This design comes from an exercise in tuning for small area, a short achievable clock period and few clock cycles on the open sky130 flow, not from production work. Function was checked by simulation only, so behaviour that the tests miss may differ from the original. Power is estimated from default activity; no workload was simulated.

== run a ==
==> flow/design.v (excerpt) <==
module dshot_tdec (
    input  wire        clk,
    input  wire        rst,             
    input  wire        cfg_scheme,      
    input  wire [6:0]  cfg_tol,         
    input  wire        cfg_csum_inv,    
    input  wire [15:0] cfg_nom_period,  
    input  wire        in_valid,
    output wire        in_ready,
    input  wire        in_end,
    input  wire        in_level,        
    input  wire [15:0] in_high,         
    input  wire [15:0] in_len,          
    output reg         out_valid,
    output reg  [2:0]  out_status,
    output reg  [15:0] out_raw
);
    localparam [2:0] STAT_OK   = 3'd0;
    localparam [2:0] STAT_CSUM = 3'd2;
    localparam [2:0] STAT_INS  = 3'd3;
    localparam [2:0] STAT_BSF  = 3'd4;
    localparam [1:0] E_NONE = 2'd0, E_INS = 2'd1, E_BSF = 2'd2;
    localparam [1:0] A_IDLE = 2'd0, A_DIV = 2'd1, A_READY = 2'd2, A_HAND = 2'd3;
    localparam [1:0] DV_IDLE = 2'd0, DV_RUN = 2'd1, DV_DONE = 2'd2, DV_DONE2 = 2'd3;
    localparam [1:0] OWN_A = 2'd0, OWN_IN = 2'd1, OWN_B = 2'd2;
    reg        cs;
    reg [6:0]  ctol;
    reg        cinv;
    reg [15:0] cpn;
    always @(posedge clk) begin
        cs   <= cfg_scheme;
        ctol <= cfg_tol;
        cinv <= cfg_csum_inv;
        cpn  <= cfg_nom_period;
    end
    reg        in_ready_r;    
    reg        nrdy;          
    reg        v1, e1, lv1;
    reg [15:0] h1, l1;
    reg [5:0]  cnt;
    reg [20:0] acc;           
    reg [20:0] nacc;          
    reg [15:0] ra;            
    reg [15:0] rb;            
    reg        errf;          
    reg        n0zero;        
    reg        prev_lvl;
    reg [1:0]  pend_n0;
    reg        pend_big;
    reg [15:0] sbuf [0:31];
    reg [5:0]  wptr, rptr;
    reg [5:0]  rptr1;         
    reg [15:0] bq;
    reg [1:0]  a_st;
    reg [5:0]  a_cnt;
    reg [1:0]  a_estat;
    reg [15:0] a_pmin, a_pmax;
  ...
Size in the first run: ~4800 cells after synthesis, about 1000 flip-flops, ~83 I/O pins, ~55000 µm² of cells after synthesis.
==> flow/config.mk <==
export PLATFORM = sky130hd
export DESIGN_NAME = dshot_tdec
export DESIGN_NICKNAME = dshot_tdec
export VERILOG_FILES = /design/flow/design.v
export SDC_FILE = /design/flow/constraint.sdc
export NUM_CORES = 4
export LEC_CHECK = 0
export CAP_MARGIN = 20
export CORE_MARGIN = 2
export CORE_UTILIZATION = 40
export CTS_CLUSTER_DIAMETER = 80
export CTS_CLUSTER_SIZE = 25
export SLEW_MARGIN = 20
==> flow/constraint.sdc <==
create_clock -name core_clock -period 20.0 [get_ports {clk}]
set_input_delay 4.0000 -clock core_clock [delete_from_list [all_inputs] [get_ports {clk}]]
set_output_delay 4.0000 -clock core_clock [all_outputs]
set_load 0.01 [all_outputs]
run.sh (not shown) runs the stock make flow with config.mk's settings and CLKGATE_MAP_FILE= SYNTH_SCRIPT=/design/flow/synth_recipe.tcl, a recipe that flattens the netlist after the stock synthesis.
Run a: full flow OK, the timing, DRC and antenna checks passed
Testbench counts of run a, summed over its fixed seeds: cycles 16,293.
Inputs modified between run a and run b:
--- a/flow/design.v
+++ b/flow/design.v
@@ -125,36 +125,36 @@
     wire buf_we = proc_samp && (cs || (cnt < 6'd16));
     wire [4:0]  cum_eff  = r1_first ? 5'd0 : cum;
     wire [5:0]  csum6 = {1'b0, cum_eff} + {1'b0, r1_c};
     wire [4:0]  cum_nx = (csum6 > 6'd21) ? 5'd21 : csum6[4:0];
     wire [4:0]  cum_iss = (b_j == 5'd0) ? 5'd0 : r1_v ? cum_nx : cum;
     wire        slow_need = r1_v && r1_big;    
     wire        r1_stall = slow_need;
     wire        b_tok    = (b_estat != E_NONE);
     wire        b_issue  = b_act && !r1_stall;
     wire        b_lastis = b_tok || (b_left == 6'd1);
-    wire        b_take   = (a_st == A_READY) && ((!b_act && !r1_stall) || (b_issue && b_lastis));
+    wire        b_take   = (a_st == A_READY) && (!b_act || (b_issue && b_lastis));
     wire b_div = slow_need && dv_idle && !v1_div_a && !v1_div_in;
     wire dv_start = v1_div_a || v1_div_in || b_div;
     wire [15:0] bd  = bq;    
     wire [16:0] bdd = {bd, 1'b0};
     wire [17:0] by1 = {1'b0, bdd} - {2'b0, b_p};
     wire [16:0] byp = by1[16:0];
     wire        ge1 = !by1[17];
     wire        ge3 = ge1 && (byp >= {b_p, 1'b0});
     wire        ge5 = ge1 && ({1'b0, byp} >= {b_p, 2'b0});
     wire        ge7 = ge1 && ({2'b0, byp} >= {b_t3, 1'b0});
     wire        eq1 = (by1 == 18'd0);
     wire        eq3 = ge1 && (byp == {b_p, 1'b0});
     wire        eq5 = ge1 && ({1'b0, byp} == {b_p, 2'b0});
     wire [2:0]  c_f = ge7 ? 3'd4 : ge5 ? 3'd3 : ge3 ? 3'd2 : ge1 ? 3'd1 : 3'd0;
-    wire [17:0] cp_f = ge5 ? b_t3 : ge3 ? {1'b0, b_p, 1'b0} :
+    wire [17:0] cp_f = ge7 ? {2'b0, b_p} : ge5 ? b_t3 : ge3 ? {1'b0, b_p, 1'b0} :
                        ge1 ? {2'b0, b_p} : 18'd0;
     wire        is_last = (b_left == 6'd1);
     reg [1:0] a_st_n;
     always @(*) begin
         a_st_n = a_st;
         case (a_st)
             A_IDLE:  if (proc_end) a_st_n = (estat_in == E_NONE) ? A_DIV : A_READY;
             A_DIV:   if (dv_done && dv_own == OWN_A) a_st_n = A_READY;
             A_READY: if (b_take) a_st_n = (a_estat == E_NONE) ? A_HAND : A_IDLE;
             default: if (b_issue && (cs || b_j == 5'd1)) a_st_n = A_IDLE;
@@ -283,21 +283,21 @@
                 ddv = 21'd16;
             end else if (cnt < 6'd2) begin
                 dx  = {5'd0, cpn};
                 ddv = 21'd1;
             end else begin
                 dx  = acc;
                 ddv = nacc;
             end
         end else begin
             dx  = {5'd0, r1_d};
-            ddv = {5'd0, b_p};
+            ddv = {5'd0, r1_cp[15:0]};
         end
     end
     wire [9:0] hz_t = {1'b0, a_rr, 2'b00} + (dv_q[1] ? {2'b0, ctol, 1'b0} : 10'd0)
                                          + (dv_q[0] ? {3'b0, ctol} : 10'd0);
     reg  [2:0] hz_dig;
     reg  [9:0] hz_sub;
     always @(*) begin
         if      (hz_t >= 10'd600) begin hz_dig = 3'd6; hz_sub = 10'd600; end
         else if (hz_t >= 10'd500) begin hz_dig = 3'd5; hz_sub = 10'd500; end
         else if (hz_t >= 10'd400) begin hz_dig = 3'd4; hz_sub = 10'd400; end
@@ -403,21 +403,21 @@
                     r1_cp  <= {2'b0, b_p};
                     r1_c   <= 5'd0;
                     r1_big <= 1'b0;
                     r1_chk <= (b_j < 5'd2);
                     r1_err <= eq1;
                     r1_bit <= ge1 && !eq1;
                 end
             end
         end else if (dv_done2 && dv_own == OWN_B) begin
             r1_d   <= dv_rem[15:0];
-            r1_cp  <= dv_up ? {2'b0, b_p} : 18'd0;
+            r1_cp  <= dv_up ? r1_cp : 18'd0;
             r1_c   <= slow_c;
             r1_big <= 1'b0;
             r1_chk <= !r1_last;
             r1_err <= r1_err || (!r1_last && dv_tie);
         end
     end
     wire [18:0] dv_y  = {3'b0, r1_d} + {3'b0, tq_1} - {1'b0, r1_cp};
     wire        r1_fail = r1_err || (r1_chk && (dv_y[18] || (dv_y[17:0] > {1'b0, tq_1, 1'b0})));
     wire        r1_mv = r1_v && !r1_stall;
     wire [4:0]  gpos  = 5'd20 - cum_eff;
### Flow results
Setup slack of the critical path after layout: run a and run b compared, lower one is run a
On biggest cell delay along the critical path: between run a and run b, it ends up lower for run b.
Total power of the final layout: run b vs run a down 0.50 mW
Summary of run b over run a: sequential cell count held steady; proportion of power drawn by combinational gates shrank by 4.4 points; utilization of the core after routing shrank by 0.28 points.
Run b: full flow OK, the timing, DRC and antenna checks passed
Testbench counts of run b, summed over its fixed seeds: cycles 16,293.

-- port drivers added, routing unchanged --
The flow's constraints put no driver on any port. The routed layouts listed below were extracted and timed again, unchanged, in two steps.
Step 1: set_driving_cell puts a clkbuf_16 on clk and a buf_2 on each other input, an assumption about the parent block.
Step 2, shift: input delay + t, output delay - t, t = (earliest + latest rising clock arrival at the registers) / 2. This alone moves slack from input paths to output paths.
a / b / c = no drivers / after step 1 / after step 2; a / b = the first two.
run | shift t [ns] | setup WS [ns] | worst slew at a driven data input, ns
run a | 0.787 | 13.971 / 13.971 / 13.971 | 0.12
run b | 0.766 | 14.133 / 14.113 / 14.133 | 0.19
After both steps setup and hold are still met in every run listed.
